This is an optimization exercise on Yosys and OpenROAD, whose aim is a short achievable clock period and few clock cycles, not a production implementation. Function was checked by simulation only, so behaviour that the tests miss may differ from the original. Power and IR drop assume default switching activity.

run a:
==> flow/design.v (excerpt) <==
module ost_ddmd (
    input  wire         clk,
    input  wire         rst,
    input  wire         req_valid,
    output wire         req_ready,
    input  wire [31:0]  req_op,
    input  wire [31:0]  req_in_len,
    input  wire [31:0]  req_out_cap,
    input  wire [95:0]  req_in,         
    output wire         resp_valid,
    input  wire         resp_ready,
    output wire [1:0]   resp_status,
    output wire [31:0]  resp_bytes,
    output wire [319:0] resp_out,       
    output wire         prim_valid,
    output wire [2:0]   prim_cmd,
    output wire [63:0]  prim_addr,
    output wire [63:0]  prim_wdata,
    input  wire         prim_ack,
    input  wire [63:0]  prim_rdata,
    input  wire [15:0]  prim_rlimit,
    input  wire         prim_fault,
    output wire         faulted
);
    reg s_idle;      
    reg s_done;      
    reg s_fault;     
    reg s_prim;      
    reg s_msr;       
    reg s_rdsreg, s_sgdt, s_fix, s_memlo, s_memhi;
    reg s_clr;       
    reg ready_q, valid_q, pvalid_q;    
    reg [2:0]   cmd_q;
    reg [63:0]  addr_q;
    reg [63:0]  wdata_q;
    reg [1:0]   status_q;
    reg         bytes3_q, bytes5_q;
    reg [2:0]   cmd_o;
    reg [63:0]  addr_o;
    reg [63:0]  wdata_o;
    reg [3:0]   rq_o;
    reg [12:0]  idx_q;         
    reg         hi_ok_q;       
    reg [63:0]  out_lo;        
    reg [31:0]  f_base_lo;
    reg [31:0]  f_base_hi;
    reg [3:0]   f_type;
    reg         f_s, f_p, f_avl, f_l, f_db, f_g;
    reg [1:0]   f_dpl;
    reg [63:0]  f_raw_lo;
    reg [63:0]  f_raw_hi;
    assign req_ready   = ready_q;
    assign resp_valid  = valid_q;
    assign faulted     = s_fault;
    assign prim_valid  = pvalid_q;
    assign prim_cmd    = cmd_o;
    assign prim_addr   = addr_o;
    assign prim_wdata  = wdata_o;
    assign resp_status = rq_o[3:2];
  ...
Size in the first run: ~2,700 cells after synthesis, about 770 I/O pins, roughly 0.025 mm^2 of cells after synthesis.
==> flow/config.mk <==
export PLATFORM = sky130hd
export DESIGN_NAME = ost_ddmd
export DESIGN_NICKNAME = ost_ddmd
export VERILOG_FILES = /design/flow/design.v
export SDC_FILE = /design/flow/constraint.sdc
export NUM_CORES = 4
export LEC_CHECK = 0
export CAP_MARGIN = 20
export CORE_AREA = 5 5 235 235
export CTS_CLUSTER_DIAMETER = 100
export CTS_CLUSTER_SIZE = 24
export DIE_AREA = 0 0 240 240
export SLEW_MARGIN = 40
export SYNTH_HIERARCHICAL = 1
export SYNTH_MINIMUM_KEEP_SIZE = 0
==> flow/constraint.sdc <==
create_clock -name core_clock -period 10.0 [get_ports {clk}]
set_input_delay 2.0000 -clock core_clock [delete_from_list [all_inputs] [get_ports {clk}]]
set_output_delay 2.0000 -clock core_clock [all_outputs]
set_load 0.01 [all_outputs]
standard.sh (not shown) runs the stock make flow with config.mk's settings and CLKGATE_MAP_FILE= SYNTH_SCRIPT=/design/flow/synth_recipe.tcl, a recipe that flattens the netlist after the stock synthesis.
==> flow/flow/run.sh <==
#!/bin/bash
set -o pipefail
MARGIN=${MARGIN:-7}
bash standard.sh SETUP_SLACK_MARGIN=$MARGIN \
    "BUFFER_PORTS_ARGS=-buffer_cell sky130_fd_sc_hd__buf_4" \
    finish > flow_standard.log 2>&1
rc=$?
cp -r orfs/logs/sky130hd/ost_ddmd/base orfs_logs 2>/dev/null
exit $rc
Testbench counts of run a, summed over its fixed seeds: cycles 50,336.
#### Input delta (run b over run a)
Settings: CORE_AREA changed from 5 5 235 235 to 5 5 255 255; CTS_CLUSTER_DIAMETER changed from 100 to 60; DIE_AREA changed from 0 0 240 240 to 0 0 260 260; CTS_CLUSTER_SIZE changed from 24 to 10.
--- a/flow/flow/run.sh
+++ b/flow/flow/run.sh
@@ -5,0 +6 @@
+    "PLACE_PINS_ARGS=-min_distance 1 -min_distance_in_tracks" \
Fmax: run b higher than run a
Run b reached the final stage; the timing, design-rule and antenna checks on its layout passed.
Summary of run b over run a: tap cell count rose by about 22%; count of plain and timing-repair buffers shows an increase of 12; design area grew by 0.0015 mm^2; routed wire length moved down; share of the core filled with cells went down 7.3 points.

Starting RTL as in the previous note.
export LEC_CHECK = 0
export CAP_MARGIN = 20
export CORE_AREA = 5 5 265 265
export DIE_AREA = 0 0 270 270
export SLEW_MARGIN = 40
export SYNTH_HIERARCHICAL = 1
export SYNTH_MINIMUM_KEEP_SIZE = 0
create_clock -name core_clock -period 10.0 [get_ports {clk}]
==> flow/flow/run.sh <==
#!/bin/bash
set -o pipefail
MARGIN=${MARGIN:-7}
bash standard.sh SETUP_SLACK_MARGIN=$MARGIN \
    "BUFFER_PORTS_ARGS=-buffer_cell sky130_fd_sc_hd__buf_4" \
    finish > flow_standard.log 2>&1
rc=$?
cp -r orfs/logs/sky130hd/ost_ddmd/base orfs_logs 2>/dev/null
exit $rc
The baseline went through all stages and came out clean.
Testbench counts at the start, summed over its fixed seeds: cycles 50,336.
==> next run, changes <==
--- a/flow/flow/run.sh
+++ b/flow/flow/run.sh
@@ -5,0 +6 @@
+    "PLACE_PINS_ARGS=-min_distance 1 -min_distance_in_tracks" \
Settings changed: CORE_AREA 5 5 265 265 to 5 5 215 215, CTS_CLUSTER_DIAMETER set to 60, CTS_CLUSTER_SIZE set to 10, DIE_AREA 0 0 270 270 to 0 0 220 220.
=>
- routed wire length increases by 9.3%
- via count increases by 11%
- sequential cell count is unchanged
- non-clock buffer count increases by 54
- die area decreases by 34%
- worst hold slack barely changes
- setup slack improves by 17 ps
- count of clock-buffer cells in the layout decreases by 18

== nickel ==
Starting RTL as in the previous note.
Settings: LEC_CHECK=0, CAP_MARGIN=20, CORE_AREA=5 5 235 235, CTS_CLUSTER_DIAMETER=60, CTS_CLUSTER_SIZE=10, DIE_AREA=0 0 240 240, SLEW_MARGIN=40, SYNTH_HIERARCHICAL=1, SYNTH_MINIMUM_KEEP_SIZE=0; clock period 10.0 ns.
==> flow/flow/run.sh <==
#!/bin/bash
set -o pipefail
MARGIN=${MARGIN:-7}
bash standard.sh SETUP_SLACK_MARGIN=$MARGIN \
    "BUFFER_PORTS_ARGS=-buffer_cell sky130_fd_sc_hd__buf_4" \
    finish > flow_standard.log 2>&1
rc=$?
cp -r orfs/logs/sky130hd/ost_ddmd/base orfs_logs 2>/dev/null
exit $rc
Testbench counts of nickel, summed over its fixed seeds: cycles 50,336.
Edits applied to the flow inputs when going from nickel to lagoon:
diff --git a/flow/flow/run.sh b/flow/flow/run.sh
--- a/flow/flow/run.sh
+++ b/flow/flow/run.sh
@@ -3 +3 @@
-MARGIN=${MARGIN:-7}
+MARGIN=${MARGIN:-8}
lagoon ended with more final critical-path required period than nickel. Number of DRC violations after detailed-routing iteration 0 delta (lagoon − nickel): unfavourable. Diff nickel..lagoon | share of the cycle needed by the critical path after routing | negligible. Per the final summary, lagoon finished and its layout is clean on timing, DRC and antenna.
--- input diff lagoon..sierra ---
diff --git a/flow/flow/run.sh b/flow/flow/run.sh
--- a/flow/flow/run.sh
+++ b/flow/flow/run.sh
@@ -3 +3 @@
-MARGIN=${MARGIN:-8}
+MARGIN=${MARGIN:-7}
@@ -5,0 +6 @@
+    "PLACE_PINS_ARGS=-min_distance 1 -min_distance_in_tracks" \
Findings:
sierra vs. lagoon: routed wire length shows a reduction of 16 mm; insertion delay of the later-clocked pin in the worst-skew pair went down by 0.02 ns; global-route usage over all layers moved down. Of the two values seen for critical path's slowest cell, dfxtp_2 was produced by sierra and dfxtp_4 by lagoon.
Modified inputs, willow compared to sierra
diff --git a/flow/flow/run.sh b/flow/flow/run.sh
--- a/flow/flow/run.sh
+++ b/flow/flow/run.sh
@@ -3 +3 @@
-MARGIN=${MARGIN:-7}
+MARGIN=${MARGIN:-6.5}
Notes after the runs:
- The post-route clock period utilization in willow was higher than what sierra gave.
- Critical path class: register to register -> willow, register to primary output -> sierra
- Transition time of the tightest slew-check pin up 0.023 ns in willow wrt sierra
- Relative to sierra, willow degrades final critical-path setup slack.
- Re proportion of cell area occupied by registers: willow and sierra aren't equal, and the higher value belongs to willow.
- willow vs. sierra: critical path depth went up by 7.
- willow and sierra ended up with nearly the same post-layout total power.
- willow vs sierra, maximum fanout along the worst path went up by 8.
- Via count (willow over sierra): decrease, 541
- On willow: total routed wirelength is 3.2% lower than what sierra gave.
- Compared with sierra, willow shows a met3 routed wirelength that is 2.7% lower.
The following lists how harbor was set up differently from willow:
- clearing CTS_CLUSTER_SIZE, which used to be 10
- swapping 0 0 240 240 for 0 0 320 320 in DIE_AREA
- clearing CTS_CLUSTER_DIAMETER, which used to be 60
- swapping 5 5 235 235 for 10 10 310 310 in CORE_AREA
diff --git a/flow/flow/run.sh b/flow/flow/run.sh
--- a/flow/flow/run.sh
+++ b/flow/flow/run.sh
@@ -3 +3 @@
-MARGIN=${MARGIN:-6.5}
+MARGIN=${MARGIN:-7}
@@ -6 +5,0 @@
-    "PLACE_PINS_ARGS=-min_distance 1 -min_distance_in_tracks" \
==> run summary <==
Looking at the reports, harbor completed the entire flow and the layout it produced met the timing, design-rule and antenna checks. Sort harbor and willow by combinational power, ascending, and willow comes first. The design area of harbor was inferior to that of willow. harbor ended up with a higher number of nets in the finished design than willow did. For power dissipated in the clock network, dividing the value from willow by the value from harbor gives 0.872. Comparing willow against harbor, there is no change at all in maximum level of the CTS H-tree. Total power draw up 0.40 mW in harbor wrt willow. Relative to willow, transition time at the pin with the least slew margin decreased by 0.034 ns in harbor. The utilization of harbor is lower than that of willow. harbor vs willow on final routed wirelength across all metal layers: harbor is the higher one. Wire length of the first global-routing pass for harbor is higher than for willow. Post-detailed-route via-to-cell ratio ends up lower on harbor.

## port drivers added, routing unchanged
No port has a modelled driver above. Below, the same layouts with a new extraction and two added sets of constraints. Step 1 sets driving cells, clkbuf_16 on the clock port and buf_2 on the other inputs (assumed; they add their load-dependent delay and slew). Step 2, shift: input delay + t, output delay - t, t = (earliest + latest rising clock arrival at the registers) / 2. This alone moves slack from input paths to output paths. Slacks: ideal ports / drivers / drivers and shift; pairs: ideal ports / drivers.
run | t (ns) | slack for setup (ns) | worst hold slack (ns) | worst register clock-pin slew, ns | worst slew at a driven data input, ns
run a | 0.663 | 6.904 / 6.844 / 6.451 | 0.473 / 0.473 / 0.473 | 0.11 / 0.11 | 0.14
run b | 0.662 | 6.916 / 6.854 / 6.461 | 0.461 / 0.461 / 0.461 | 0.06 / 0.06 | 0.14
the first run of note 2 | 0.668 | 6.902 / 6.841 / 6.403 | 0.464 / 0.464 / 0.464 | 0.07 / 0.07 | 0.11
the second run of note 2 | 0.651 | 6.919 / 6.860 / 6.432 | 0.465 / 0.465 / 0.465 | 0.06 / 0.06 | 0.13
nickel | 0.663 | 6.912 / 6.849 / 6.420 | 0.457 / 0.457 / 0.457 | 0.06 / 0.06 | 0.12
lagoon | 0.658 | 6.900 / 6.843 / 6.457 | 0.465 / 0.465 / 0.465 | 0.06 / 0.06 | 0.42
sierra | 0.639 | 6.947 / 6.888 / 6.412 | 0.446 / 0.446 / 0.446 | 0.06 / 0.06 | 0.13
willow | 0.664 | 6.865 / 6.804 / 6.344 | 0.453 / 0.453 / 0.453 | 0.06 / 0.06 | 0.12
harbor | 0.688 | 6.862 / 6.799 / 6.303 | 0.463 / 0.463 / 0.463 | 0.06 / 0.06 | 0.16
After both steps setup and hold are still met in every run listed. For harbor, which loses most, drivers alone change the setup slack by -0.063 ns; drivers and shift together by -0.559 ns.
